Background: an optimization exercise with open tools, aiming at small area, a short achievable clock period and few clock cycles per item. Do not read the settings as production practice. RTL that was checked went through simulation tests only; none was proved equivalent to the original. Function not checked in run 1: the RTL went through the layout flow alone.

## flow/design.v (module list and top-level ports; edited modules follow where they fit)
// module dec32: 3326 lines
module dec32 (
    input  wire        clk,
    input  wire        rst,
    input  wire        in_valid,
    output wire        in_ready,
    input  wire [31:0] in_value,
    output wire        out_valid,
    input  wire        out_ready,
    output wire [3:0]  out_len,
    output wire [87:0] out_str
);
  // ...
==> flow/flow/run.sh <==
#!/bin/bash
# The standard layout (the standard.sh, standard synthesis included), with
# ORFS's timing repair aimed at a setup slack of 6.85 ns instead of 0 so that
# it works toward a shorter achieved period. The clock period and the SDC are
# unchanged. Every port still gets its own buffer (a buf_2 rather than the
# default pick). standard.sh's full output goes to standard.log.
export SETUP_SLACK_MARGIN=6.85
export BUFFER_PORTS_ARGS="-buffer_cell sky130_fd_sc_hd__buf_2"
bash standard.sh > standard.log 2>&1
==> flow/standard.sh <==
#!/bin/bash
# synth_recipe.tcl (not shown) runs the flow's synth.tcl, then flattens the netlist and writes it again
# the make line also repeats each setting of config.mk as NAME=value (left out here)
make -C /OpenROAD-flow-scripts/flow DESIGN_CONFIG=/design/flow/config.mk WORK_HOME=/design/flow/orfs CLKGATE_MAP_FILE= SYNTH_SCRIPT=/design/flow/synth_recipe.tcl "${@:-finish}"
==> flow/config.mk <==
export PLATFORM = sky130hd
export DESIGN_NAME = dec32
export DESIGN_NICKNAME = dec32
export VERILOG_FILES = /design/flow/design.v
export SDC_FILE = /design/flow/constraint.sdc
export NUM_CORES = 4
export LEC_CHECK = 0
export ABC_AREA = 1
export CAP_MARGIN = 20
export CORE_MARGIN = 2
export CORE_UTILIZATION = 50
export SLEW_MARGIN = 20
==> flow/constraint.sdc <==
create_clock -name core_clock -period 10.0 [get_ports {clk}]
set_input_delay 2.0000 -clock core_clock [delete_from_list [all_inputs] [get_ports {clk}]]
set_output_delay 2.0000 -clock core_clock [all_outputs]
set_load 0.01 [all_outputs]
==> flow_metrics.tcl, run 1 <==
set metrics [dict create \
    outcome "finished clean" \
    hold_end "r3_m[9]" \
    hold_path_startpoint "r2_m[9]" \
    portBuffers 106 \
    grt_usage_pct 21.1 \
    dp_slack_ps 5950 \
    crit_path_max_incr_delay_ps 420 \
    endpoint "out_str[48]" \
    nNetsFinal 3349 \
    mostFrequentLayoutCell "nand2_1" \
    synth_flop_cell "edfxtp_1" \
    seqCellArea_mm2 0.00917 \
    core-area_mm2 0.0441 \
    wl_met1_um 22000 \
    num_rows 77 \
    largest_register_ffs 44 \
    drv_cap 0 \
    wl_um 50400 \
    cts_setup_buffers 1 \
    tns_ps 0 \
    worstRegToRegCells 19 \
    path_cells "buf_2" \
    remaining_drc_errors 0 \
    dieWidth_um 215 \
    htree_levels 2 \
    synth.area.top_cells "edfxtp_1, nand2_1, inv_1, nor2_1, nand3_1" \
    async_flop_share_pct 0 \
    path_buf_inv 1 \
    multi_input_area_share_pct 46.0 \
    reg.largest.list "o_nib (44), rl_d (38), r4_d (33)" \
    use_met1_pct 25.1 \
]
==> inputs of run 2 (changes only) <==
--- a/flow/design.v
+++ b/flow/design.v
@@ -115,4 +115,13 @@
     wire d7_1_2 = d6_1_1;
+    reg [24:0] r1_m;
+    reg [6:0] r1_d;
+    reg r1_n, r1_v;
+    always @(posedge clk) if (adv) begin
+        r1_m <= mag[24:0];
+        r1_d <= {d7_1_2, d7_1_1, d7_1_0, d7_0_3, d7_0_2, d7_0_1, d7_0_0};
+        r1_n <= neg0;
+    end
+    always @(posedge clk) if (rst) r1_v <= 1'b0; else if (adv) r1_v <= r0_v;
     reg [3:0] a8_0;
-    always @(*) case ({d7_0_3, d7_0_2, d7_0_1, d7_0_0})
+    always @(*) case ({r1_d[3], r1_d[2], r1_d[1], r1_d[0]})
         4'd0: a8_0 = 4'd0;
@@ -135,3 +144,3 @@
     reg [3:0] a8_1;
-    always @(*) case ({1'b0, d7_1_2, d7_1_1, d7_1_0})
+    always @(*) case ({1'b0, r1_d[6], r1_d[5], r1_d[4]})
         4'd0: a8_1 = 4'd0;
@@ -153,3 +162,3 @@
     endcase
-    wire d8_0_0 = mag[24];
+    wire d8_0_0 = r1_m[24];
     wire d8_0_1 = a8_0[0];
@@ -162,13 +171,4 @@
     wire d8_2_0 = a8_1[3];
-    reg [23:0] r1_m;
-    reg [8:0] r1_d;
-    reg r1_n, r1_v;
-    always @(posedge clk) if (adv) begin
-        r1_m <= mag[23:0];
-        r1_d <= {d8_2_0, d8_1_3, d8_1_2, d8_1_1, d8_1_0, d8_0_3, d8_0_2, d8_0_1, d8_0_0};
-        r1_n <= neg0;
-    end
-    always @(posedge clk) if (rst) r1_v <= 1'b0; else if (adv) r1_v <= r0_v;
     reg [3:0] a9_0;
-    always @(*) case ({r1_d[3], r1_d[2], r1_d[1], r1_d[0]})
+    always @(*) case ({d8_0_3, d8_0_2, d8_0_1, d8_0_0})
         4'd0: a9_0 = 4'd0;
@@ -191,3 +191,3 @@
     reg [3:0] a9_1;
-    always @(*) case ({r1_d[7], r1_d[6], r1_d[5], r1_d[4]})
+    always @(*) case ({d8_1_3, d8_1_2, d8_1_1, d8_1_0})
         4'd0: a9_1 = 4'd0;
@@ -218,3 +218,3 @@
     wire d9_2_0 = a9_1[3];
-    wire d9_2_1 = r1_d[8];
+    wire d9_2_1 = d8_2_0;
     reg [3:0] a10_0;
@@ -481,4 +481,13 @@
     wire d13_3_2 = d12_3_1;
+    reg [18:0] r2_m;
+    reg [14:0] r2_d;
+    reg r2_n, r2_v;
+    always @(posedge clk) if (adv) begin
+        r2_m <= r1_m[18:0];
+        r2_d <= {d13_3_2, d13_3_1, d13_3_0, d13_2_3, d13_2_2, d13_2_1, d13_2_0, d13_1_3, d13_1_2, d13_1_1, d13_1_0, d13_0_3, d13_0_2, d13_0_1, d13_0_0};
+        r2_n <= r1_n;
+    end
+    always @(posedge clk) if (rst) r2_v <= 1'b0; else if (adv) r2_v <= r1_v;
     reg [3:0] a14_0;
-    always @(*) case ({d13_0_3, d13_0_2, d13_0_1, d13_0_0})
+    always @(*) case ({r2_d[3], r2_d[2], r2_d[1], r2_d[0]})
         4'd0: a14_0 = 4'd0;
@@ -501,3 +510,3 @@
     reg [3:0] a14_1;
-    always @(*) case ({d13_1_3, d13_1_2, d13_1_1, d13_1_0})
+    always @(*) case ({r2_d[7], r2_d[6], r2_d[5], r2_d[4]})
         4'd0: a14_1 = 4'd0;
@@ -520,3 +529,3 @@
     reg [3:0] a14_2;
-    always @(*) case ({d13_2_3, d13_2_2, d13_2_1, d13_2_0})
+    always @(*) case ({r2_d[11], r2_d[10], r2_d[9], r2_d[8]})
         4'd0: a14_2 = 4'd0;
@@ -538,3 +547,3 @@
     endcase
-    wire d14_0_0 = r1_m[18];
+    wire d14_0_0 = r2_m[18];
     wire d14_0_1 = a14_0[0];
@@ -551,16 +560,7 @@
     wire d14_3_0 = a14_2[3];
-    wire d14_3_1 = d13_3_0;
-    wire d14_3_2 = d13_3_1;
-    wire d14_3_3 = d13_3_2;
-    reg [17:0] r2_m;
-    reg [15:0] r2_d;
-    reg r2_n, r2_v;
-    always @(posedge clk) if (adv) begin
-        r2_m <= r1_m[17:0];
-        r2_d <= {d14_3_3, d14_3_2, d14_3_1, d14_3_0, d14_2_3, d14_2_2, d14_2_1, d14_2_0, d14_1_3, d14_1_2, d14_1_1, d14_1_0, d14_0_3, d14_0_2, d14_0_1, d14_0_0};
-        r2_n <= r1_n;
-    end
-    always @(posedge clk) if (rst) r2_v <= 1'b0; else if (adv) r2_v <= r1_v;
+    wire d14_3_1 = r2_d[12];
+    wire d14_3_2 = r2_d[13];
+    wire d14_3_3 = r2_d[14];
     reg [3:0] a15_0;
-    always @(*) case ({r2_d[3], r2_d[2], r2_d[1], r2_d[0]})
+    always @(*) case ({d14_0_3, d14_0_2, d14_0_1, d14_0_0})
         4'd0: a15_0 = 4'd0;
@@ -583,3 +583,3 @@
     reg [3:0] a15_1;
-    always @(*) case ({r2_d[7], r2_d[6], r2_d[5], r2_d[4]})
+    always @(*) case ({d14_1_3, d14_1_2, d14_1_1, d14_1_0})
         4'd0: a15_1 = 4'd0;
@@ -602,3 +602,3 @@
     reg [3:0] a15_2;
-    always @(*) case ({r2_d[11], r2_d[10], r2_d[9], r2_d[8]})
+    always @(*) case ({d14_2_3, d14_2_2, d14_2_1, d14_2_0})
         4'd0: a15_2 = 4'd0;
@@ -621,3 +621,3 @@
     reg [3:0] a15_3;
-    always @(*) case ({r2_d[15], r2_d[14], r2_d[13], r2_d[12]})
+    always @(*) case ({d14_3_3, d14_3_2, d14_3_1, d14_3_0})
         4'd0: a15_3 = 4'd0;
@@ -1196,4 +1196,13 @@
     wire d20_5_2 = d19_5_1;
+    reg [11:0] r3_m;
+    reg [22:0] r3_d;
+    reg r3_n, r3_v;
+    always @(posedge clk) if (adv) begin
+        r3_m <= r2_m[11:0];
+        r3_d <= {d20_5_2, d20_5_1, d20_5_0, d20_4_3, d20_4_2, d20_4_1, d20_4_0, d20_3_3, d20_3_2, d20_3_1, d20_3_0, d20_2_3, d20_2_2, d20_2_1, d20_2_0, d20_1_3, d20_1_2, d20_1_1, d20_1_0, d20_0_3, d20_0_2, d20_0_1, d20_0_0};
+        r3_n <= r2_n;
+    end
+    always @(posedge clk) if (rst) r3_v <= 1'b0; else if (adv) r3_v <= r2_v;
     reg [3:0] a21_0;
-    always @(*) case ({d20_0_3, d20_0_2, d20_0_1, d20_0_0})
+    always @(*) case ({r3_d[3], r3_d[2], r3_d[1], r3_d[0]})
         4'd0: a21_0 = 4'd0;
@@ -1216,3 +1225,3 @@
     reg [3:0] a21_1;
-    always @(*) case ({d20_1_3, d20_1_2, d20_1_1, d20_1_0})
+    always @(*) case ({r3_d[7], r3_d[6], r3_d[5], r3_d[4]})
         4'd0: a21_1 = 4'd0;
@@ -1235,3 +1244,3 @@
     reg [3:0] a21_2;
-    always @(*) case ({d20_2_3, d20_2_2, d20_2_1, d20_2_0})
+    always @(*) case ({r3_d[11], r3_d[10], r3_d[9], r3_d[8]})
         4'd0: a21_2 = 4'd0;
@@ -1254,3 +1263,3 @@
     reg [3:0] a21_3;
-    always @(*) case ({d20_3_3, d20_3_2, d20_3_1, d20_3_0})
+    always @(*) case ({r3_d[15], r3_d[14], r3_d[13], r3_d[12]})
         4'd0: a21_3 = 4'd0;
@@ -1273,3 +1282,3 @@
     reg [3:0] a21_4;
-    always @(*) case ({d20_4_3, d20_4_2, d20_4_1, d20_4_0})
+    always @(*) case ({r3_d[19], r3_d[18], r3_d[17], r3_d[16]})
         4'd0: a21_4 = 4'd0;
@@ -1292,3 +1301,3 @@
     reg [3:0] a21_5;
-    always @(*) case ({1'b0, d20_5_2, d20_5_1, d20_5_0})
+    always @(*) case ({1'b0, r3_d[22], r3_d[21], r3_d[20]})
         4'd0: a21_5 = 4'd0;
@@ -1310,3 +1319,3 @@
     endcase
-    wire d21_0_0 = r2_m[11];
+    wire d21_0_0 = r3_m[11];
     wire d21_0_1 = a21_0[0];
@@ -1335,13 +1344,4 @@
     wire d21_6_0 = a21_5[3];
-    reg [10:0] r3_m;
-    reg [24:0] r3_d;
-    reg r3_n, r3_v;
-    always @(posedge clk) if (adv) begin
-        r3_m <= r2_m[10:0];
-        r3_d <= {d21_6_0, d21_5_3, d21_5_2, d21_5_1, d21_5_0, d21_4_3, d21_4_2, d21_4_1, d21_4_0, d21_3_3, d21_3_2, d21_3_1, d21_3_0, d21_2_3, d21_2_2, d21_2_1, d21_2_0, d21_1_3, d21_1_2, d21_1_1, d21_1_0, d21_0_3, d21_0_2, d21_0_1, d21_0_0};
-        r3_n <= r2_n;
-    end
-    always @(posedge clk) if (rst) r3_v <= 1'b0; else if (adv) r3_v <= r2_v;
     reg [3:0] a22_0;
-    always @(*) case ({r3_d[3], r3_d[2], r3_d[1], r3_d[0]})
+    always @(*) case ({d21_0_3, d21_0_2, d21_0_1, d21_0_0})
         4'd0: a22_0 = 4'd0;
@@ -1364,3 +1364,3 @@
     reg [3:0] a22_1;
-    always @(*) case ({r3_d[7], r3_d[6], r3_d[5], r3_d[4]})
+    always @(*) case ({d21_1_3, d21_1_2, d21_1_1, d21_1_0})
         4'd0: a22_1 = 4'd0;
@@ -1383,3 +1383,3 @@
     reg [3:0] a22_2;
-    always @(*) case ({r3_d[11], r3_d[10], r3_d[9], r3_d[8]})
+    always @(*) case ({d21_2_3, d21_2_2, d21_2_1, d21_2_0})
         4'd0: a22_2 = 4'd0;
@@ -1402,3 +1402,3 @@
     reg [3:0] a22_3;
-    always @(*) case ({r3_d[15], r3_d[14], r3_d[13], r3_d[12]})
+    always @(*) case ({d21_3_3, d21_3_2, d21_3_1, d21_3_0})
         4'd0: a22_3 = 4'd0;
@@ -1421,3 +1421,3 @@
     reg [3:0] a22_4;
-    always @(*) case ({r3_d[19], r3_d[18], r3_d[17], r3_d[16]})
+    always @(*) case ({d21_4_3, d21_4_2, d21_4_1, d21_4_0})
         4'd0: a22_4 = 4'd0;
@@ -1440,3 +1440,3 @@
     reg [3:0] a22_5;
-    always @(*) case ({r3_d[23], r3_d[22], r3_d[21], r3_d[20]})
+    always @(*) case ({d21_5_3, d21_5_2, d21_5_1, d21_5_0})
         4'd0: a22_5 = 4'd0;
@@ -1483,3 +1483,3 @@
     wire d22_6_0 = a22_5[3];
-    wire d22_6_1 = r3_d[24];
+    wire d22_6_1 = d21_6_0;
     reg [3:0] a23_0;
@@ -2092,4 +2092,13 @@
     wire d26_7_1 = d25_7_0;
+    reg [5:0] r4_m;
+    reg [29:0] r4_d;
+    reg r4_n, r4_v;
+    always @(posedge clk) if (adv) begin
+        r4_m <= r3_m[5:0];
+        r4_d <= {d26_7_1, d26_7_0, d26_6_3, d26_6_2, d26_6_1, d26_6_0, d26_5_3, d26_5_2, d26_5_1, d26_5_0, d26_4_3, d26_4_2, d26_4_1, d26_4_0, d26_3_3, d26_3_2, d26_3_1, d26_3_0, d26_2_3, d26_2_2, d26_2_1, d26_2_0, d26_1_3, d26_1_2, d26_1_1, d26_1_0, d26_0_3, d26_0_2, d26_0_1, d26_0_0};
+        r4_n <= r3_n;
+    end
+    always @(posedge clk) if (rst) r4_v <= 1'b0; else if (adv) r4_v <= r3_v;
     reg [3:0] a27_0;
-    always @(*) case ({d26_0_3, d26_0_2, d26_0_1, d26_0_0})
+    always @(*) case ({r4_d[3], r4_d[2], r4_d[1], r4_d[0]})
         4'd0: a27_0 = 4'd0;
@@ -2112,3 +2121,3 @@
     reg [3:0] a27_1;
-    always @(*) case ({d26_1_3, d26_1_2, d26_1_1, d26_1_0})
+    always @(*) case ({r4_d[7], r4_d[6], r4_d[5], r4_d[4]})
         4'd0: a27_1 = 4'd0;
@@ -2131,3 +2140,3 @@
     reg [3:0] a27_2;
-    always @(*) case ({d26_2_3, d26_2_2, d26_2_1, d26_2_0})
+    always @(*) case ({r4_d[11], r4_d[10], r4_d[9], r4_d[8]})
         4'd0: a27_2 = 4'd0;
@@ -2150,3 +2159,3 @@
     reg [3:0] a27_3;
-    always @(*) case ({d26_3_3, d26_3_2, d26_3_1, d26_3_0})
+    always @(*) case ({r4_d[15], r4_d[14], r4_d[13], r4_d[12]})
         4'd0: a27_3 = 4'd0;
@@ -2169,3 +2178,3 @@
     reg [3:0] a27_4;
-    always @(*) case ({d26_4_3, d26_4_2, d26_4_1, d26_4_0})
+    always @(*) case ({r4_d[19], r4_d[18], r4_d[17], r4_d[16]})
         4'd0: a27_4 = 4'd0;
@@ -2188,3 +2197,3 @@
     reg [3:0] a27_5;
-    always @(*) case ({d26_5_3, d26_5_2, d26_5_1, d26_5_0})
+    always @(*) case ({r4_d[23], r4_d[22], r4_d[21], r4_d[20]})
         4'd0: a27_5 = 4'd0;
@@ -2207,3 +2216,3 @@
     reg [3:0] a27_6;
-    always @(*) case ({d26_6_3, d26_6_2, d26_6_1, d26_6_0})
+    always @(*) case ({r4_d[27], r4_d[26], r4_d[25], r4_d[24]})
         4'd0: a27_6 = 4'd0;
@@ -2225,3 +2234,3 @@
     endcase
-    wire d27_0_0 = r3_m[5];
+    wire d27_0_0 = r4_m[5];
     wire d27_0_1 = a27_0[0];
@@ -2254,4 +2263,4 @@
     wire d27_7_0 = a27_6[3];
-    wire d27_7_1 = d26_7_0;
-    wire d27_7_2 = d26_7_1;
+    wire d27_7_1 = r4_d[28];
+    wire d27_7_2 = r4_d[29];
     reg [3:0] a28_0;
@@ -2408,3 +2417,3 @@
     endcase
-    wire d28_0_0 = r3_m[4];
+    wire d28_0_0 = r4_m[4];
     wire d28_0_1 = a28_0[0];
@@ -2441,13 +2450,4 @@
     wire d28_8_0 = a28_7[3];
-    reg [3:0] r4_m;
-    reg [32:0] r4_d;
-    reg r4_n, r4_v;
-    always @(posedge clk) if (adv) begin
-        r4_m <= r3_m[3:0];
-        r4_d <= {d28_8_0, d28_7_3, d28_7_2, d28_7_1, d28_7_0, d28_6_3, d28_6_2, d28_6_1, d28_6_0, d28_5_3, d28_5_2, d28_5_1, d28_5_0, d28_4_3, d28_4_2, d28_4_1, d28_4_0, d28_3_3, d28_3_2, d28_3_1, d28_3_0, d28_2_3, d28_2_2, d28_2_1, d28_2_0, d28_1_3, d28_1_2, d28_1_1, d28_1_0, d28_0_3, d28_0_2, d28_0_1, d28_0_0};
-        r4_n <= r3_n;
-    end
-    always @(posedge clk) if (rst) r4_v <= 1'b0; else if (adv) r4_v <= r3_v;
     reg [3:0] a29_0;
-    always @(*) case ({r4_d[3], r4_d[2], r4_d[1], r4_d[0]})
+    always @(*) case ({d28_0_3, d28_0_2, d28_0_1, d28_0_0})
         4'd0: a29_0 = 4'd0;
@@ -2470,3 +2470,3 @@
     reg [3:0] a29_1;
-    always @(*) case ({r4_d[7], r4_d[6], r4_d[5], r4_d[4]})
+    always @(*) case ({d28_1_3, d28_1_2, d28_1_1, d28_1_0})
         4'd0: a29_1 = 4'd0;
@@ -2489,3 +2489,3 @@
     reg [3:0] a29_2;
-    always @(*) case ({r4_d[11], r4_d[10], r4_d[9], r4_d[8]})
+    always @(*) case ({d28_2_3, d28_2_2, d28_2_1, d28_2_0})
         4'd0: a29_2 = 4'd0;
@@ -2508,3 +2508,3 @@
     reg [3:0] a29_3;
-    always @(*) case ({r4_d[15], r4_d[14], r4_d[13], r4_d[12]})
+    always @(*) case ({d28_3_3, d28_3_2, d28_3_1, d28_3_0})
         4'd0: a29_3 = 4'd0;
@@ -2527,3 +2527,3 @@
     reg [3:0] a29_4;
-    always @(*) case ({r4_d[19], r4_d[18], r4_d[17], r4_d[16]})
+    always @(*) case ({d28_4_3, d28_4_2, d28_4_1, d28_4_0})
         4'd0: a29_4 = 4'd0;
@@ -2546,3 +2546,3 @@
     reg [3:0] a29_5;
-    always @(*) case ({r4_d[23], r4_d[22], r4_d[21], r4_d[20]})
+    always @(*) case ({d28_5_3, d28_5_2, d28_5_1, d28_5_0})
         4'd0: a29_5 = 4'd0;
@@ -2565,3 +2565,3 @@
     reg [3:0] a29_6;
-    always @(*) case ({r4_d[27], r4_d[26], r4_d[25], r4_d[24]})
+    always @(*) case ({d28_6_3, d28_6_2, d28_6_1, d28_6_0})
         4'd0: a29_6 = 4'd0;
@@ -2584,3 +2584,3 @@
     reg [3:0] a29_7;
-    always @(*) case ({r4_d[31], r4_d[30], r4_d[29], r4_d[28]})
+    always @(*) case ({d28_7_3, d28_7_2, d28_7_1, d28_7_0})
         4'd0: a29_7 = 4'd0;
@@ -2635,3 +2635,3 @@
     wire d29_8_0 = a29_7[3];
-    wire d29_8_1 = r4_d[32];
+    wire d29_8_1 = d28_8_0;
     reg [3:0] a30_0;
@@ -3251,40 +3251,6 @@
     wire [37:0] fin_d = {fd9[1:0], fd8, fd7, fd6, fd5, fd4, fd3, fd2, fd1, fd0};
-    wire [9:1] e_zd;
-    assign e_zd[1] = (fin_d[7:4] == 4'd0);
-    assign e_zd[2] = (fin_d[11:8] == 4'd0);
-    assign e_zd[3] = (fin_d[15:12] == 4'd0);
-    assign e_zd[4] = (fin_d[19:16] == 4'd0);
-    assign e_zd[5] = (fin_d[23:20] == 4'd0);
-    assign e_zd[6] = (fin_d[27:24] == 4'd0);
-    assign e_zd[7] = (fin_d[31:28] == 4'd0);
-    assign e_zd[8] = (fin_d[35:32] == 4'd0);
-    assign e_zd[9] = (fin_d[37:36] == 2'd0);
-    wire [10:0] e_z;
-    assign e_z[0] = 1'b1;
-    assign e_z[10] = 1'b0;
-    assign e_z[1] = &e_zd[9:9];
-    assign e_z[2] = &e_zd[9:8];
-    assign e_z[3] = &e_zd[9:7];
-    assign e_z[4] = &e_zd[9:6];
-    assign e_z[5] = &e_zd[9:5];
-    assign e_z[6] = &e_zd[9:4];
-    assign e_z[7] = &e_zd[9:3];
-    assign e_z[8] = &e_zd[9:2];
-    assign e_z[9] = &e_zd[9:1];
-    wire e_lz_0 = (e_z[1] & ~e_z[2]) | (e_z[3] & ~e_z[4]) | (e_z[5] & ~e_z[6]) | (e_z[7] & ~e_z[8]) | e_z[9];
-    wire e_lz_1 = (e_z[2] & ~e_z[4]) | (e_z[6] & ~e_z[8]);
-    wire e_lz_2 = (e_z[4] & ~e_z[8]);
-    wire e_lz_3 = e_z[8];
-    wire e_lz1_0 = (e_z[0] & ~e_z[1]) | (e_z[2] & ~e_z[3]) | (e_z[4] & ~e_z[5]) | (e_z[6] & ~e_z[7]) | (e_z[8] & ~e_z[9]);
-    wire e_lz1_1 = (e_z[1] & ~e_z[3]) | (e_z[5] & ~e_z[7]) | e_z[9];
-    wire e_lz1_2 = (e_z[3] & ~e_z[7]);
-    wire e_lz1_3 = e_z[7];
-    wire [3:0] e_sh = r4_n ? {e_lz_3, e_lz_2, e_lz_1, e_lz_0}
-                        : {e_lz1_3, e_lz1_2, e_lz1_1, e_lz1_0};
     reg  [37:0] rl_d;
     reg         rl_n, rl_v;
-    reg  [3:0]  rl_s;
     always @(posedge clk) if (adv) begin
         rl_d <= fin_d; rl_n <= r4_n;
-        rl_s <= e_sh;
     end
@@ -3297,3 +3263,35 @@
     wire        f_n = rl_n;
-    wire [3:0]  sh  = rl_s;
+    wire [9:1] f_zd;
+    assign f_zd[1] = (f_d[7:4] == 4'd0);
+    assign f_zd[2] = (f_d[11:8] == 4'd0);
+    assign f_zd[3] = (f_d[15:12] == 4'd0);
+    assign f_zd[4] = (f_d[19:16] == 4'd0);
+    assign f_zd[5] = (f_d[23:20] == 4'd0);
+    assign f_zd[6] = (f_d[27:24] == 4'd0);
+    assign f_zd[7] = (f_d[31:28] == 4'd0);
+    assign f_zd[8] = (f_d[35:32] == 4'd0);
+    assign f_zd[9] = (f_d[37:36] == 2'd0);
+    wire [10:0] f_z;
+    assign f_z[0] = 1'b1;
+    assign f_z[10] = 1'b0;
+    assign f_z[1] = &f_zd[9:9];
+    assign f_z[2] = &f_zd[9:8];
+    assign f_z[3] = &f_zd[9:7];
+    assign f_z[4] = &f_zd[9:6];
+    assign f_z[5] = &f_zd[9:5];
+    assign f_z[6] = &f_zd[9:4];
+    assign f_z[7] = &f_zd[9:3];
+    assign f_z[8] = &f_zd[9:2];
+    assign f_z[9] = &f_zd[9:1];
+    wire f_lz_0 = (f_z[1] & ~f_z[2]) | (f_z[3] & ~f_z[4]) | (f_z[5] & ~f_z[6]) | (f_z[7] & ~f_z[8]) | f_z[9];
+    wire f_lz_1 = (f_z[2] & ~f_z[4]) | (f_z[6] & ~f_z[8]);
+    wire f_lz_2 = (f_z[4] & ~f_z[8]);
+    wire f_lz_3 = f_z[8];
+    wire f_lz1_0 = (f_z[0] & ~f_z[1]) | (f_z[2] & ~f_z[3]) | (f_z[4] & ~f_z[5]) | (f_z[6] & ~f_z[7]) | (f_z[8] & ~f_z[9]);
+    wire f_lz1_1 = (f_z[1] & ~f_z[3]) | (f_z[5] & ~f_z[7]) | f_z[9];
+    wire f_lz1_2 = (f_z[3] & ~f_z[7]);
+    wire f_lz1_3 = f_z[7];
+    wire [3:0] f_sh = f_n ? {f_lz_3, f_lz_2, f_lz_1, f_lz_0}
+                        : {f_lz1_3, f_lz1_2, f_lz1_1, f_lz1_0};
+    wire [3:0]  sh  = f_sh;
     wire [43:0] t = {f_d[3:0], f_d[7:4], f_d[11:8], f_d[15:12], f_d[19:16],
--- a/flow/config.mk
+++ b/flow/config.mk
@@ -11,2 +11,4 @@
 export CORE_UTILIZATION = 50
+export CTS_CLUSTER_DIAMETER = 60
+export CTS_CLUSTER_SIZE = 20
 export SLEW_MARGIN = 20
==> run 2 against run 1 <==
Final area is 3.6% lower. Critical endpoint is now out_str[2]. Highest routed layer unchanged. Critical path type unchanged. Core utilization is 0.67 points higher.
==> flow_metrics.tcl, run 2 <==
set metrics [dict create \
    syn_to_final_growth_pct 14.9 \
    portBuffers 106 \
    layout_common_cells "nand2_1, inv_1, nor2_1, edfxtp_1, nand3_1" \
    n_antenna_cell 0 \
    hold_path.class "reg2reg" \
    dieWidth_um 210 \
    async_flop_share_pct 0 \
    grt_pass1_wl_um 82200 \
    dieArea_mm2 0.0443 \
    ys_warn_count 1 \
    reg.largest.list "o_nib (44), rl_d (38)" \
    hold_end "r2_m[11]" \
    routabilityCongestion 0.907 \
    synth_area_mm2 0.0213 \
    drv_cap 0 \
    grt_usage_pct 22.4 \
    synth_common_cells "nand2_1, inv_1, nor2_1" \
    die_h_um 210 \
    clkLatencyLatePin_ps 580 \
    slew_viol_final 0 \
    multi_input_area_mm2 0.0111 \
    start_util_pct 50.7 \
    vias_per_cell 5.21 \
    cts_inserted_buffers 28 \
    outcome "finished clean" \
    num_io_pins 130 \
    worstRegToRegCells 15 \
    rsz0062_at_grt "yes" \
    setup_viol 0 \
    synth_flop_cell "edfxtp_1" \
    tightest_slew_ps 934 \
    drive_gt1_share_pct 17.2 \
    root_buffer "clkbuf_16" \
    fin_crit_ps 3160 \
    start_kind "register" \
    r2r_start "rl_d[19]" \
    crit_fanout 1 \
    core-area_mm2 0.0420 \
    r2r-end "o_pres[1]" \
    synth.area.top_cells "edfxtp_1, nand2_1, inv_1, nor2_1, nand3_1" \
    seqCellArea_mm2 0.00896 \
    whs_path_depth 0 \
    crit_path_max_incr_delay_ps 440 \
    gr-total-overflow 0 \
    regMostFlops "o_nib" \
    arrival_ps 1160 \
    mostFrequentLayoutCell "nand2_1" \
    clk_path_buf_depth 3 \
    clkTransAtPathRegs_ps 80 \
    largest_register_ffs 44 \
    wl_um 51700 \
    tns_ps 0 \
    ys_ff_latch 312 \
    postSynthAreaPerCell_um2 7.09 \
    antenna_found_initial 0 \
    yosysSeqAreaShare_pct 42.0 \
    crit_family "flip-flops" \
    n_fill_cell 3896 \
    dr.pass1.iters 5 \
    slew_headroom_pct 37.7 \
    synth_edf_count 271 \
    path_cells "buf_6" \
    path_buf_inv 1 \
    synth.most_common_cell "nand2_1" \
    postRouteAntennaNets 0 \
    critPathRequiredTime_ps 8000 \
    syn_inst 3006 \
    crit_type "reg2out" \
    cp_slowest_cell "edfxtp_1" \
    ys_types 66 \
    hold_viol_final 0 \
    wl_per_cell_um 13.9 \
    cts.sinks 312 \
    grt_pass1_vias 17600 \
    fmax_mhz 316 \
    yosysTopAreaCellShare_pct 38.2 \
    remaining_drc_errors 0 \
    finalCritPeriodShare_pct 31.6 \
    r2r_slack_ps 6900 \
    num_rows 75 \
    vias 19300 \
    grt_max_degree 82 \
    cts_hold_buf 0 \
    cp-end-kind "primary output" \
    cts_tree "yes" \
    yosysTopAreaCell "edfxtp_1" \
    dp_hpwl_um 38100 \
    finClkSkew_ps 20.7 \
    hold_path_startpoint "r1_m[11]" \
    htree_levels 1 \
    nNetsFinal 3201 \
    drt_iter0_markers 1259 \
]
run 2: cell families after synthesis:
family          synth area share, %
compound gates                 14.0
xor+xnor                       1.27
simple gates                   31.9
mux                           0.141
flops                          42.0
buf+inv                        9.88
other cells                  0.0352
fa+ha+maj                     0.704
run 2: how the worst max path moves through the flow:
stage / startpoint / slack (ps) / depth (start not counted) / endpoint
after floorplan: out_ready / 6730 / 4 / r0_v
after global placement: out_ready / 6140 / 4 / rl_d[7]
after detailed placement: out_ready / 6110 / 4 / rl_d[7]
after CTS: o_nib[2] / 6780 / 1 / out_str[2]
after global routing: rl_d[34] / 6750 / 18 / o_pres[5]
final: o_nib[2] / 6840 / 1 / out_str[2]
run 2: area by class of cell:
cell class | instances | area share [%]
clock buffer | 34 | 3.17
clock inverter | 17 | 0.899
inverter | 454 | 7.11
multi-input combinational | 2198 | 45.2
sequential | 312 | 36.6
tap | 539 | 2.75
timing repair buffer | 157 | 4.16
timing repair inverter | 2 | 0.102
run 2: per-stage QoR:
stage	area [um^2]	instances	setup slack, ps	hold slack (ps)	util [%]
global route	24500	3713	6750	416	58.3
global placement	22300	3616	6140	402	53.1
CTS	23400	3672	6780	416	55.7
finish	24500	3713	6840	415	58.3
floorplan	21400	3027	6730	400	-
detailed placement	22300	3616	6110	405	53.1
run 2: repair_timing:
action,CTS,global route
pin swaps,2,36
endpoints found under the setup margin,178,154
gates resized for setup,20,184
gates cloned,2,5
setup buffers,3,36
endpoints found under the hold margin,0,0
run 2: routing by layer:
layer,track usage [%],share of wire (%),up-vias
met5,0,0,-
met4,3.96,1.8,0
met3,2.07,3.4,62
met1,29.1,45,8906
li1,-,-,10000
met2,41.0,50,344
Testbench counts of run 2, summed over its fixed seeds: cycles 2,104, items 2,048.
==> inputs of run 3 (changes only) <==
--- a/flow/config.mk
+++ b/flow/config.mk
@@ -12,3 +12,3 @@
 export CTS_CLUSTER_DIAMETER = 60
-export CTS_CLUSTER_SIZE = 20
+export CTS_CLUSTER_SIZE = 30
 export SLEW_MARGIN = 20
==> run 3 against run 2 <==
Via count grew 0.31%. Synthesized area stayed put. Clock-buffer cell count decreased by 3. Worst setup slack barely moved. Flip-flop and latch count did not move. Hold slack got worse by 1.2 ps. Still clean on timing, DRC and antenna. Clock skew fell by 3.2 ps. Critical path type unchanged. Register-to-register slack gained 20 ps. Critical path depth is the same. Global-route usage about the same.
==> flow_metrics.tcl, run 3 <==
set metrics [dict create \
    die_h_um 210 \
    synth_area_mm2 0.0213 \
    syn_inst 3006 \
    vias 19400 \
    clkLatencyLatePin_ps 570 \
    ys_types 66 \
    critPathRequiredTime_ps 8000 \
    path_buf_inv 1 \
    vias_per_cell 5.21 \
    num_rows 75 \
    rsz0062_at_grt "yes" \
    routabilityCongestion 0.907 \
    slew_viol_final 0 \
    htree_levels 1 \
    cp_slowest_cell "edfxtp_1" \
    mostFrequentLayoutCell "nand2_1" \
    largest_register_ffs 44 \
    clk_path_buf_depth 3 \
    setup_viol 0 \
    n_fill_cell 3864 \
    synth.area.top_cells "edfxtp_1, nand2_1, inv_1, nor2_1, nand3_1" \
    yosysTopAreaCellShare_pct 38.2 \
    yosys.area_share.simple_pct 31.9 \
    yosysSeqAreaShare_pct 42.0 \
    start_util_pct 50.7 \
    core-area_mm2 0.0420 \
    grt_max_degree 82 \
    hold_viol_final 0 \
    cp-end-kind "primary output" \
    n_antenna_cell 0 \
    gr-total-overflow 0 \
    clkTransAtPathRegs_ps 90 \
    arrival_ps 1160 \
    crit_type "reg2out" \
    tightest_slew_ps 915 \
    cts_tree "yes" \
    grt_pass1_vias 17500 \
    nNetsFinal 3209 \
    utilization_pct 58.7 \
    outcome "finished clean" \
    slew_headroom_pct 38.9 \
    synth_common_cells "nand2_1, inv_1, nor2_1" \
    grt_usage_pct 22.4 \
    fmax_mhz 316 \
    synth.most_common_cell "nand2_1" \
    ys_ff_latch 312 \
    syn_to_final_growth_pct 15.8 \
    synth_edf_count 271 \
    hold_path.class "reg2reg" \
    tns_ps 0 \
    grt_pass1_wl_um 82100 \
    cts.sinks 312 \
    remaining_drc_errors 0 \
    dp_hpwl_um 38100 \
    drt_iter0_markers 1192 \
    wl_per_cell_um 13.9 \
    fin_crit_ps 3160 \
    crit_path_max_incr_delay_ps 440 \
    layout_common_cells "nand2_1, inv_1, nor2_1, edfxtp_1, nand3_1" \
    ys_warn_count 1 \
    cts_hold_buf 0 \
    drive_gt1_share_pct 17.9 \
    start_kind "register" \
    dieArea_mm2 0.0443 \
    yosysTopAreaCell "edfxtp_1" \
    postSynthAreaPerCell_um2 7.09 \
    hold_ws_ps 414 \
    crit_fanout 1 \
    finClkSkew_ps 17.4 \
    finalCritPeriodShare_pct 31.6 \
    crit_family "flip-flops" \
    portBuffers 106 \
    wl_um 51800 \
    synth_top_family_by_area "simple AND/OR/NAND/NOR gates" \
    num_io_pins 130 \
    postRouteAntennaNets 0 \
    regMostFlops "o_nib" \
    antenna_found_initial 0 \
    synthAdderAreaFrac_pct 0.704 \
    dr.pass1.iters 6 \
    synth_compound_area_share_pct 14.0 \
    reg.largest.list "o_nib (44), rl_d (38)" \
    cts_inserted_buffers 28 \
    async_flop_share_pct 0 \
    yosys.area_share.xor_xnor_pct 1.27 \
    synth_flop_cell "edfxtp_1" \
    root_buffer "clkbuf_16" \
    synthMuxAreaShare_pct 0.141 \
    dieWidth_um 210 \
    path_cells "buf_6" \
    drv_cap 0 \
]
-- run 3: cell type report --
type / count / area (um^2) / area share [%]
clock inverters: 21 / 300 / 1.22
flip-flops and latches: 312 / 8960 / 36.3
inverters: 454 / 1740 / 7.06
clock buffers: 31 / 764 / 3.10
repair buffers: 165 / 1080 / 4.38
repair inverters: 2 / 25.0 / 0.101
multi-input cells: 2198 / 11100 / 45.1
well taps: 539 / 674 / 2.73
-- run 3: through the flow --
step / setup slack (ps) / instance area, um^2 / cells
finish: 6840 / 24700 / 3722
global route: 6750 / 24700 / 3722
CTS: 6780 / 23500 / 3673
detailed placement: 6110 / 22300 / 3616
global placement: 6140 / 22300 / 3616
floorplan: 6730 / 21400 / 3027
-- run 3: cell families (layout without fill, tap and decap cells) --
| family | count (synthesis) | after routing |
|---|---|---|
| buffers and inverters | 519 | 673 |
| and+or+nand+nor | 1641 | 1643 |
| xor gates and xnor gates | 31 | 31 |
| other | 2 | 23 |
| muxes | 3 | 3 |
| DFF | 312 | 312 |
| AOI/OAI and AO/OA | 486 | 486 |
| adders and majority gates | 12 | 12 |
-- run 3: path summary, 6_finish.rpt --
kind                            startpoint         end  slack, ps  depth (start not counted)
worst min-delay path              r1_m[11]    r2_m[11]        410                          0
worst max-delay path              o_nib[2]  out_str[2]       6840                          1
worst max register to register    rl_d[19]   o_pres[9]       6920                         15
worst min register to register    r1_m[11]    r2_m[11]        410                          0
-- run 3: timing repair --
action / 4_1_cts / 5_1_grt
endpoints found under the setup margin: 178 / 153
pin swaps: 2 / 44
buffers inserted: 3 / 44
hold endpoints to repair: 0 / 0
resized for setup: 21 / 196
cloned: 2 / 5
-- run 3: worst reg2reg max path: stages, from the launching register on --
cell	delay (ps)
edfxtp_1	450
nor4_4	320
nand2_1	130
nor2_4	200
nand2_4	90
nor2_4	160
nand2_2	90
a21oi_4	210
nand2_2	90
nand2_4	120
nand2_8	120
buf_4	160
ha_1	310
inv_1	70
o22ai_2	200
a211oi_1	100
-- run 3: layer usage --
metal	share of wire, %	wire length [um]	global-route usage, %
met5	0	0	0
met4	1.6	835	3.76
met3	3.6	1880	2.13
met2	50	25800	41.1
met1	45	23300	29.0
==> inputs of run 4 (changes only) <==
--- a/flow/config.mk
+++ b/flow/config.mk
@@ -11,4 +11,2 @@
 export CORE_UTILIZATION = 50
-export CTS_CLUSTER_DIAMETER = 60
-export CTS_CLUSTER_SIZE = 30
 export SLEW_MARGIN = 20
==> run 4 against run 3 <==
Critical endpoint unchanged. Sequential share of layout area shrank 0.077 points. Synthesized cell count did not move. Highest routed layer unchanged. Clock skew grew 9.0 ps. Register-to-register slack barely moved.
==> flow_metrics.tcl, run 4 <==
set metrics [dict create \
    tns_ps 0 \
    crit_family "flip-flops" \
    core-area_mm2 0.0420 \
    path_cells "buf_6" \
    critPathRequiredTime_ps 8000 \
    finClkSkew_ps 26.4 \
    slew_viol_final 0 \
    crit_fanout 1 \
    synth_area_mm2 0.0213 \
    design_area_mm2 0.0247 \
    htree_levels 2 \
    vias 19500 \
    remaining_drc_errors 0 \
    gr-total-overflow 0 \
    synth_edf_count 271 \
    hold_path.class "reg2reg" \
    r2r_start "rl_d[16]" \
    crit_path_max_incr_delay_ps 440 \
    endpoint "out_str[2]" \
    root_buffer "clkbuf_16" \
    grt_max_degree 82 \
    cp-end-kind "primary output" \
    die_h_um 210 \
    cp_slowest_cell "edfxtp_1" \
    arrival_ps 1140 \
    syn_inst 3006 \
    clkLatencyLatePin_ps 550 \
    dieWidth_um 210 \
    num_io_pins 130 \
    reg.largest.list "o_nib (44), rl_d (38)" \
    critPathLaunch "o_nib[2]" \
    yosysTopAreaCell "edfxtp_1" \
    portBuffers 106 \
    routabilityCongestion 0.907 \
    nNetsFinal 3214 \
    layout_common_cells "nand2_1, inv_1, nor2_1, edfxtp_1, nand3_1" \
    antenna_found_initial 0 \
    drv_cap 0 \
    mostFrequentLayoutCell "nand2_1" \
    n_fill_cell 3852 \
    cts_hold_buf 0 \
    n_antenna_cell 0 \
    vias_per_cell 5.22 \
    cts_inserted_buffers 37 \
    setup_viol 0 \
    dp_hpwl_um 38100 \
    crit_cells 1 \
    ys_warn_count 1 \
    clk_path_buf_depth 3 \
    async_flop_share_pct 0 \
    dieArea_mm2 0.0443 \
    start_util_pct 50.7 \
    cts_tree "yes" \
    dr.pass1.iters 6 \
    r2r_slack_ps 6910 \
    regMostFlops "o_nib" \
    clkTransAtPathRegs_ps 60 \
    wl_um 52200 \
    largest_register_ffs 44 \
    grt_pass1_wl_um 82600 \
    ys_ff_latch 312 \
    dpl_cell_area_mm2 0.0223 \
    ys_types 66 \
    slew_headroom_pct 38.7 \
    multi_input_area_mm2 0.0111 \
    r2r-end "o_pres[9]" \
    grt_usage_pct 22.8 \
    postRouteAntennaNets 0 \
    num_rows 75 \
    synth_flop_cell "edfxtp_1" \
    postSynthAreaPerCell_um2 7.09 \
    outcome "finished clean" \
    fmax_mhz 319 \
    synth_common_cells "nand2_1, inv_1, nor2_1" \
    yosysSeqAreaShare_pct 42.0 \
    fin_crit_ps 3140 \
    cts.sinks 312 \
    synth.area.top_cells "edfxtp_1, nand2_1, inv_1, nor2_1, nand3_1" \
    drive_gt1_share_pct 17.5 \
    crit_type "reg2out" \
    tightest_slew_ps 919 \
    syn_to_final_growth_pct 16.0 \
    seqCellArea_mm2 0.00896 \
    synth.most_common_cell "nand2_1" \
    yosysTopAreaCellShare_pct 38.2 \
    wl_per_cell_um 14.0 \
    grt_pass1_vias 17600 \
    start_kind "register" \
    finalCritPeriodShare_pct 31.4 \
    worstRegToRegCells 16 \
    hold_viol_final 0 \
    rsz0062_at_grt "yes" \
    utilization_pct 58.8 \
    path_buf_inv 1 \
    drt_iter0_markers 1332 \
]
[run 4: logic make-up after synthesis]
group / synth area share, %
AOI/OAI and AO/OA: 14.0
and+or+nand+nor: 31.9
DFF: 42.0
adders and majority gates: 0.704
buffers and inverters: 9.88
muxes: 0.141
xor gates and xnor gates: 1.27
other: 0.0352
[run 4: layout make-up]
| class | count | area share, % |
|---|---|---|
| Timing Repair inverter | 1 | 0.0658 |
| Multi-Input combinational cell | 2198 | 44.8 |
| Tap cell | 539 | 2.73 |
| Clock buffer | 48 | 4.30 |
| Sequential cell | 312 | 36.2 |
| Inverter | 454 | 7.05 |
| Clock inverter | 17 | 0.516 |
| Timing Repair Buffer | 162 | 4.34 |
[run 4: stage by stage]
| stage | setup slack [ps] | hold WS, ps | std cells |
|---|---|---|---|
| after floorplan | 6730 | 400 | 3027 |
| after global placement | 6140 | 402 | 3616 |
| after detailed placement | 6110 | 405 | 3616 |
| after CTS | 6800 | 418 | 3688 |
| after global routing | 6740 | 423 | 3731 |
| final | 6860 | 416 | 3731 |
[run 4: worst min path at each step]
stage                        start  cells past startpoint  endpoint
after floorplan           r1_m[19]                      0   r2_d[0]
after global placement        r3_n                      0      r4_n
after CTS                  r2_m[7]                      0   r3_m[7]
after detailed placement  r1_m[13]                      0  r2_m[13]
final                      r2_m[7]                      0   r3_m[7]
after global routing       r1_m[1]                      0   r2_m[1]
[run 4: what timing repair did]
item / CTS / global route
endpoints found under the setup margin: 169 / 137
cloned: 2 / 4
pin swaps: 4 / 42
setup buffers: 5 / 39
hold endpoints to repair: 0 / 0
resized for setup: 24 / 183
[run 4: routing by layer]
metal  vias up  global-route usage, %  share of wire [%]
met5         -                      0                  0
met4         0                   5.93                2.0
met3        63                   2.44                4.2
met2       423                   41.0                 50
met1      8944                   29.2                 44
li1      10100                      -                  -
==> inputs of run 5 (changes only) <==
--- a/flow/config.mk
+++ b/flow/config.mk
@@ -11,2 +11,4 @@
 export CORE_UTILIZATION = 50
+export CTS_CLUSTER_DIAMETER = 80
+export CTS_CLUSTER_SIZE = 25
 export SLEW_MARGIN = 20
==> run 5 against run 4 <==
Final area decreased by 1.3%. Non-clock buffer count decreased by 7. Still clean. Highest routed layer unchanged. Largest cell class unchanged. Fmax decreased by 1.9%. Worst setup slack got worse by 60 ps. Routed wire length decreased by 1.2%. Hold slack improved by 6.0 ps. Synthesized cell count unchanged. Clock-buffer cell count decreased by 21. Sequential share of layout area increased by 0.47 points. First-iteration DRC count decreased by 7.9%.
==> flow_metrics.tcl, run 5 <==
set metrics [dict create \
    outcome "finished clean" \
    n_fill_cell 3887 \
    portBuffers 106 \
    hold_viol_final 0 \
    syn_to_final_growth_pct 14.5 \
    vias 19300 \
    tns_ps 0 \
    r2r_slack_ps 6940 \
    slew_headroom_pct 39.3 \
    cts_tree "yes" \
    setup_viol 0 \
    largest_register_ffs 44 \
    fmax_mhz 313 \
    finalCritPeriodShare_pct 32.0 \
    num_rows 75 \
    crit_path_max_incr_delay_ps 480 \
    htree_levels 1 \
    yosysTopAreaCell "edfxtp_1" \
    antenna_found_initial 0 \
    tightest_slew_ps 910 \
    remaining_drc_errors 0 \
    syn_inst 3006 \
    dr.pass1.iters 5 \
    path_cells "buf_6" \
    ys_types 66 \
    ys_warn_count 1 \
    arrival_ps 1200 \
    cp_slowest_cell "edfxtp_1" \
    crit_type "reg2out" \
    hold_ws_ps 422 \
    hold_path.class "reg2reg" \
    crit_family "flip-flops" \
    synth_edf_count 271 \
    r2r-end "o_pres[9]" \
    synth.area.top_cells "edfxtp_1, nand2_1, inv_1, nor2_1, nand3_1" \
    dp_hpwl_um 38100 \
    whs_path_depth 0 \
    postSynthAreaPerCell_um2 7.09 \
    drv_cap 0 \
    multi_input_area_mm2 0.0111 \
    async_flop_share_pct 0 \
    r2r_start "rl_d[16]" \
    regMostFlops "o_nib" \
    yosysTopAreaCellShare_pct 38.2 \
    yosysSeqAreaShare_pct 42.0 \
    gr-total-overflow 0 \
    synth_common_cells "nand2_1, inv_1, nor2_1" \
    die_h_um 210 \
    reg.largest.list "o_nib (44), rl_d (38)" \
    grt_pass1_wl_um 81600 \
    grt_max_degree 82 \
    drive_gt1_share_pct 17.4 \
    cts_hold_buf 0 \
    layout_common_cells "nand2_1, inv_1, nor2_1, edfxtp_1, nand3_1" \
    nNetsFinal 3194 \
    postRouteAntennaNets 0 \
    core-area_mm2 0.0420 \
    crit_fanout 1 \
    mostFrequentLayoutCell "nand2_1" \
    wl_per_cell_um 13.9 \
    routabilityCongestion 0.907 \
    cp-end-kind "primary output" \
    synth_flop_cell "edfxtp_1" \
    drt_iter0_markers 1227 \
    grt_usage_pct 22.3 \
    seqCellArea_mm2 0.00896 \
    clkLatencyLatePin_ps 550 \
    cts_inserted_buffers 23 \
    fin_crit_ps 3200 \
    n_antenna_cell 0 \
    hold_end "r3_m[5]" \
    rsz0062_at_grt "yes" \
    hold_path_startpoint "r2_m[5]" \
    start_kind "register" \
    dieArea_mm2 0.0443 \
    wl_um 51600 \
    vias_per_cell 5.22 \
    critPathRequiredTime_ps 8000 \
    synth.most_common_cell "nand2_1" \
    root_buffer "clkbuf_16" \
    finClkSkew_ps 23.6 \
    path_buf_inv 1 \
    slew_viol_final 0 \
    ys_ff_latch 312 \
    start_util_pct 50.7 \
    cts.sinks 312 \
    synth_area_mm2 0.0213 \
    num_io_pins 130 \
    dieWidth_um 210 \
    clk_path_buf_depth 3 \
    grt_pass1_vias 17500 \
    worstRegToRegCells 17 \
    clkTransAtPathRegs_ps 100 \
]
run 5: cell counts after synthesis:
Identical to the previous run, type by type.
run 5: layer usage:
layer  GRT usage [%]  part of all wire (%)  vias to the layer above
met3            2.19                   3.4                       64
met2            40.4                    49                      332
met1            29.0                    45                     8899
met5               0                     0                        -
li1                -                     -                    10000
met4            4.81                   2.0                        0
run 5: worst max path at each step:
stage / from / end / slack (ps) / cells past startpoint
2_1_floorplan: out_ready / r0_v / 6730 / 4
3_3_place_gp: out_ready / rl_d[7] / 6140 / 4
3_5_place_dp: out_ready / rl_d[7] / 6110 / 4
4_1_cts: o_nib[2] / out_str[2] / 6770 / 1
5_1_grt: rl_d[16] / o_pres[5] / 6760 / 18
6_report: o_nib[2] / out_str[2] / 6800 / 1
run 5: cells by family after synthesis:
logic type,after synthesis,synth area share (%)
AOI/OAI and AO/OA,486,14.0
adders and majority gates,12,0.704
DFF,312,42.0
buffers and inverters,519,9.88
other,2,0.0352
and+or+nand+nor,1641,31.9
xor gates and xnor gates,31,1.27
muxes,3,0.141
run 5: layout make-up:
| class | count | share of cell area [%] |
|---|---|---|
| Sequential cell | 312 | 36.7 |
| Timing Repair inverter | 2 | 0.103 |
| Multi-Input combinational cell | 2198 | 45.6 |
| Inverter | 454 | 7.14 |
| Clock inverter | 14 | 0.984 |
| Tap cell | 539 | 2.76 |
| Timing Repair Buffer | 155 | 4.09 |
| Clock buffer | 27 | 2.63 |
run 5: per-stage QoR:
stage                     cells  setup slack [ps]  instance area (um^2)  utilization, %
after global placement     3616              6140                 22300            53.1
after floorplan            3027              6730                 21400               -
after CTS                  3664              6770                 23300            55.5
after global routing       3701              6760                 24400            58.1
final                      3701              6800                 24400            58.1
after detailed placement   3616              6110                 22300            53.1
run 5: what timing repair did:
item,CTS,global route
setup endpoints to repair,173,144
gates cloned,2,4
buffers inserted,5,33
gates resized for setup,23,200
endpoints found under the hold margin,0,0
pin swaps,4,40
==> inputs of run 6 (changes only) <==
--- a/flow/config.mk
+++ b/flow/config.mk
@@ -11,4 +11,4 @@
 export CORE_UTILIZATION = 50
-export CTS_CLUSTER_DIAMETER = 80
-export CTS_CLUSTER_SIZE = 25
+export CTS_CLUSTER_DIAMETER = 100
+export CTS_CLUSTER_SIZE = 30
 export SLEW_MARGIN = 20
==> run 6 against run 5 <==
Synthesized area unchanged. Non-clock buffer count up 2. Register-to-register slack worse by 30 ps. Fmax up 1.1%.
==> flow_metrics.tcl, run 6 <==
set metrics [dict create \
    outcome "finished clean" \
    num_io_pins 130 \
    synth_flop_cell "edfxtp_1" \
    ys_ff_latch 312 \
    synth_area_mm2 0.0213 \
    vias 19300 \
    slew_viol_final 0 \
    crit_cells 1 \
    drt_iter0_markers 1223 \
    finalCritPeriodShare_pct 31.6 \
    postSynthAreaPerCell_um2 7.09 \
    n_antenna_cell 0 \
    rsz0062_at_grt "yes" \
    multi_input_area_mm2 0.0110 \
    cts_tree "yes" \
    cts_inserted_buffers 16 \
    seqCellArea_mm2 0.00896 \
    whs_path_depth 0 \
    antenna_found_initial 0 \
    root_buffer "clkbuf_16" \
    critPathRequiredTime_ps 8000 \
    path_cells "buf_2" \
    wl_um 51600 \
    dp_hpwl_um 38100 \
    wl_per_cell_um 14.0 \
    dr.pass1.iters 6 \
    hold_viol_final 0 \
    syn_inst 3006 \
    dpl_cell_area_mm2 0.0223 \
    cp-end-kind "primary output" \
    design_area_mm2 0.0240 \
    synth.area.top_cells "edfxtp_1, nand2_1, inv_1, nor2_1, nand3_1" \
    largest_register_ffs 44 \
    vias_per_cell 5.23 \
    arrival_ps 1160 \
    clk_path_buf_depth 3 \
    path_buf_inv 1 \
    tightest_slew_ps 922 \
    grt_usage_pct 22.4 \
    async_flop_share_pct 0 \
    n_fill_cell 3943 \
    nNetsFinal 3189 \
    layout_common_cells "nand2_1, inv_1, nor2_1, edfxtp_1, nand3_1" \
    synth_common_cells "nand2_1, inv_1, nor2_1" \
    die_h_um 210 \
    ys_warn_count 1 \
    crit_family "flip-flops" \
    crit_fanout 1 \
    htree_levels 1 \
    ys_types 66 \
    grt_pass1_wl_um 81700 \
    slew_headroom_pct 38.4 \
    finClkSkew_ps 39.8 \
    reg.largest.list "o_nib (44), rl_d (38)" \
    regMostFlops "o_nib" \
    cts.sinks 312 \
    yosysSeqAreaShare_pct 42.0 \
    fmax_mhz 316 \
    cp_slowest_cell "edfxtp_1" \
    core-area_mm2 0.0420 \
    hold_path.class "reg2reg" \
    setup_viol 0 \
    crit_type "reg2out" \
    clkTransAtPathRegs_ps 120 \
    postRouteAntennaNets 0 \
    mostFrequentLayoutCell "nand2_1" \
    start_kind "register" \
    synth_edf_count 271 \
    fin_crit_ps 3160 \
    start_util_pct 50.7 \
    yosysTopAreaCellShare_pct 38.2 \
    syn_to_final_growth_pct 12.5 \
    drv_cap 0 \
    crit_path_max_incr_delay_ps 440 \
    remaining_drc_errors 0 \
    portBuffers 106 \
    drive_gt1_share_pct 16.7 \
    synth.most_common_cell "nand2_1" \
    gr-total-overflow 0 \
    dieWidth_um 210 \
    num_rows 75 \
    yosysTopAreaCell "edfxtp_1" \
    tns_ps 0 \
    clkLatencyLatePin_ps 550 \
    routabilityCongestion 0.907 \
    grt_pass1_vias 17500 \
    grt_max_degree 82 \
    dieArea_mm2 0.0443 \
    worstRegToRegCells 15 \
]
-- run 6: cell counts after synthesis --
Identical to the previous run, type by type.
-- run 6: layout make-up --
cell class	instances	share of cell area, %
clock buffer	22	1.87
clock inverter	5	0.412
inverter	454	7.27
multi-input combinational	2198	46.0
sequential	312	37.4
tap	539	2.81
timing repair buffer	157	4.13
timing repair inverter	2	0.104
-- run 6: worst paths after layout --
| check | end | slack (ps) | startpoint |
|---|---|---|---|
| setup / recovery | out_str[11] | 6840 | o_nib[7] |
| hold / removal | rl_d[0] | 430 | r4_m[0] |
| setup reg to reg | o_pres[9] | 6910 | rl_d[16] |
| hold reg to reg | rl_d[0] | 430 | r4_m[0] |
-- run 6: logic make-up after synthesis --
group / after synthesis / share of synthesized area [%]
mux: 3 / 0.141
compound gates: 486 / 14.0
xor+xnor: 31 / 1.27
buf+inv: 519 / 9.88
other cells: 2 / 0.0352
flops: 312 / 42.0
simple gates: 1641 / 31.9
fa+ha+maj: 12 / 0.704
-- run 6: worst register-to-register path, stage by stage, from the launching register on --
cell and delay (ps):
edfxtp_1 470, nor4_4 350, nand2_1 140, nor2_4 220, nand2_4 100, nor2_4 120, nand2_2 80, a21oi_4 200
nand2_2 90, nand2_4 110, nand2_8 110, buf_4 160, ha_1 310, inv_1 70, o22ai_2 180, a211oi_1 100
-- run 6: repair_timing --
item                       CTS  global route
hold buffers                 0             0
setup endpoints to repair  171           146
resized for setup           20           177
buffers inserted             6            34
pin swaps                    4            39
gates cloned                 3             3
-- run 6: through the flow --
| step | utilization, % | instances | worst slack [ps] | hold slack, ps |
|---|---|---|---|---|
| after floorplan | - | 3027 | 6730 | 400 |
| after global placement | 53.1 | 3616 | 6140 | 402 |
| after detailed placement | 53.1 | 3616 | 6110 | 405 |
| after CTS | 54.7 | 3652 | 6760 | 430 |
| after global routing | 57.0 | 3689 | 6750 | 439 |
| final | 57.0 | 3689 | 6840 | 427 |
-- run 6: metal layers --
layer	vias up	routed length, um	global-route usage [%]
li1	9994	-	-
met1	8875	23300	29.1
met2	372	25500	40.7
met3	50	1920	2.15
met4	0	925	4.37
met5	-	0	0
==> inputs of run 7 (changes only) <==
--- a/flow/config.mk
+++ b/flow/config.mk
@@ -10,3 +10,3 @@
 export CORE_MARGIN = 2
-export CORE_UTILIZATION = 50
+export CORE_UTILIZATION = 62
 export CTS_CLUSTER_DIAMETER = 100
==> run 7 against run 6 <==
Sequential share of layout area increased by 0.25 points. Die area decreased by 19%. Critical path depth unchanged. Register-to-register slack improved by 80 ps. Final area decreased by 0.66%. Clock skew decreased by 14 ps. Fmax decreased by 0.61%. Cell count decreased by 2.5%. Core utilization increased by 14 points. Critical path type unchanged.
==> flow_metrics.tcl, run 7 <==
set metrics [dict create \
    async_flop_share_pct 0 \
    grt_pass1_vias 18100 \
    remaining_drc_errors 0 \
    dr.pass1.iters 8 \
    n_antenna_cell 0 \
    r2r_slack_ps 6990 \
    finalCritPeriodShare_pct 31.8 \
    synthAdderAreaFrac_pct 0.704 \
    mostFrequentLayoutCell "nand2_1" \
    r2r_start "rl_d[15]" \
    endpoint "out_str[66]" \
    clkLatencyLatePin_ps 540 \
    regMostFlops "o_nib" \
    synth_area_mm2 0.0213 \
    htree_levels 1 \
    crit_type "reg2out" \
    postRouteAntennaNets 0 \
    yosysTopAreaCellShare_pct 38.2 \
    crit_path_max_incr_delay_ps 470 \
    yosysSeqAreaShare_pct 42.0 \
    syn_to_final_growth_pct 11.7 \
    path_buf_inv 1 \
    reg.largest.list "o_nib (44), rl_d (38)" \
    vias 19600 \
    drv_cap 0 \
    setup_ws_ps 6820 \
    dieWidth_um 189 \
    place_inst 3523 \
    synth_compound_area_share_pct 14.0 \
    start_util_pct 63.2 \
    worstRegToRegCells 12 \
    crit_fanout 1 \
    ys_ff_latch 312 \
    cts_tree "yes" \
    cp_slowest_cell "edfxtp_1" \
    yosys.area_share.xor_xnor_pct 1.27 \
    largest_register_ffs 44 \
    synth.area.top_cells "edfxtp_1, nand2_1, inv_1, nor2_1, nand3_1" \
    hold_path.class "reg2reg" \
    path_cells "buf_2" \
    start_kind "register" \
    synthMuxAreaShare_pct 0.141 \
    dpl_cell_area_mm2 0.0222 \
    slew_viol_final 0 \
    arrival_ps 1180 \
    yosysTopAreaCell "edfxtp_1" \
    cts.sinks 312 \
    dp_slack_ps 5990 \
    synth_edf_count 271 \
    antenna_found_initial 0 \
    ys_types 66 \
    clkTransAtPathRegs_ps 120 \
    critPathRequiredTime_ps 8000 \
    routabilityCongestion 0.924 \
    dieArea_mm2 0.0359 \
    setup_viol 0 \
    tns_ps 0 \
    cp-end-kind "primary output" \
    postSynthAreaPerCell_um2 7.09 \
    synth_common_cells "nand2_1, inv_1, nor2_1" \
    synth_flop_cell "edfxtp_1" \
    drive_gt1_share_pct 16.3 \
    grt_usage_pct 27.2 \
    outcome "finished clean" \
    grt_pass1_wl_um 81200 \
    instances_no_fill 3598 \
    vias_per_cell 5.44 \
    portBuffers 106 \
    gr-total-overflow 0 \
    fmax_mhz 314 \
    syn_inst 3006 \
    num_rows 67 \
    clk_path_buf_depth 3 \
    n_fill_cell 2749 \
    num_io_pins 130 \
    critPathLaunch "o_nib[34]" \
    rsz0062_at_grt "yes" \
    layout_common_cells "nand2_1, inv_1, nor2_1, edfxtp_1, nand3_1" \
    root_buffer "clkbuf_16" \
    finClkSkew_ps 25.5 \
    grt_max_degree 101 \
    die_h_um 189 \
    dp_hpwl_um 37100 \
    crit_family "flip-flops" \
    synth.most_common_cell "nand2_1" \
    nNetsFinal 3190 \
    tightest_slew_ps 908 \
    cts_inserted_buffers 14 \
    yosys.area_share.simple_pct 31.9 \
    hold_viol_final 0 \
    design_area_mm2 0.0238 \
    utilization_pct 70.7 \
    drt_iter0_markers 1368 \
    fin_crit_ps 3180 \
    wl_per_cell_um 14.1 \
    ys_warn_count 1 \
    r2r-end "o_nib[14]" \
    core-area_mm2 0.0337 \
    crit_cells 1 \
    synth_top_family_by_area "simple AND/OR/NAND/NOR gates" \
    wl_um 50700 \
    slew_headroom_pct 39.4 \
]
## run 7: metal layers
layer | global-route usage (%) | routed length [um]
met1 | 33.2 | 21000
met4 | 7.63 | 1390
met5 | 0 | 0
met3 | 2.74 | 2640
met2 | 51.0 | 25700
## run 7: metrics by stage
stage	hold WS [ps]
4_1_cts	427
5_1_grt	436
6_report	419
2_1_floorplan	400
3_3_place_gp	400
3_5_place_dp	405
## run 7: logic make-up (layout without fill, tap and decap cells)
| kind of cell | count (synthesis) | count (layout) |
|---|---|---|
| and+or+nand+nor | 1641 | 1642 |
| xor gates and xnor gates | 31 | 31 |
| muxes | 3 | 3 |
| adders and majority gates | 12 | 12 |
| buffers and inverters | 519 | 641 |
| other | 2 | 23 |
| DFF | 312 | 312 |
| AOI/OAI and AO/OA | 486 | 486 |
## run 7: final cells by class
cell class | instances | area, um^2 | share of cell area, %
clock inverter | 2 | 10.0 | 0.0420
inverter | 454 | 1750 | 7.35
timing repair buffer | 159 | 1060 | 4.47
sequential | 312 | 8960 | 37.6
timing repair inverter | 4 | 40.0 | 0.168
clock buffer | 22 | 464 | 1.95
multi-input combinational | 2197 | 11000 | 46.0
tap | 448 | 561 | 2.35
## run 7: timing repair
item / CTS / global route
gates resized for setup: 22 / 170
endpoints found under the setup margin: 140 / 131
pin swaps: 4 / 21
cloned: 4 / 5
setup buffers: 13 / 29
hold buffers: 0 / 0
## run 7: worst min-delay path by stage
stage | from | endpoint | slack, ps | cells past startpoint
finish | r2_m[11] | r3_m[11] | 420 | 0
global route | r2_m[7] | r3_m[7] | 440 | 0
CTS | r2_m[11] | r3_m[11] | 430 | 0
detailed placement | r1_m[15] | r2_m[15] | 400 | 0
global placement | r1_m[16] | r2_m[16] | 400 | 0
floorplan | r1_m[19] | r2_d[0] | 400 | 0

[re-timing with driven ports]
In the flow no input, the clock included, has a driving cell. The finished layouts below were timed again as built, in two steps.
Step 1: set_driving_cell puts a clkbuf_16 on clk and a buf_2 on each other input, an assumption about the parent block.
Step 2 times the ports against the registers' clock, not the clock port: input delays grow and output delays shrink by t, the midpoint of the rising clock arrivals with the driver on.
Slacks: ideal / step 1 / step 2; pairs: ideal / step 1.
run | t (ns) | setup WS [ns] | pins driven straight from the clock port
run 1 | 0.603 | 6.855 / 6.797 / 6.623 | 1
run 2 | 0.623 | 6.838 / 6.782 / 6.446 | 1
run 3 | 0.623 | 6.839 / 6.781 / 6.441 | 1
run 4 | 0.591 | 6.863 / 6.808 / 6.444 | 1
run 5 | 0.601 | 6.803 / 6.745 / 6.467 | 1
run 6 | 0.591 | 6.837 / 6.779 / 6.462 | 1
run 7 | 0.578 | 6.817 / 6.764 / 6.476 | 1
After both steps setup and hold are still met in every run listed. The setup slack of run 4, which loses most, moves by -0.055 ns with the drivers and by -0.419 ns with both steps.
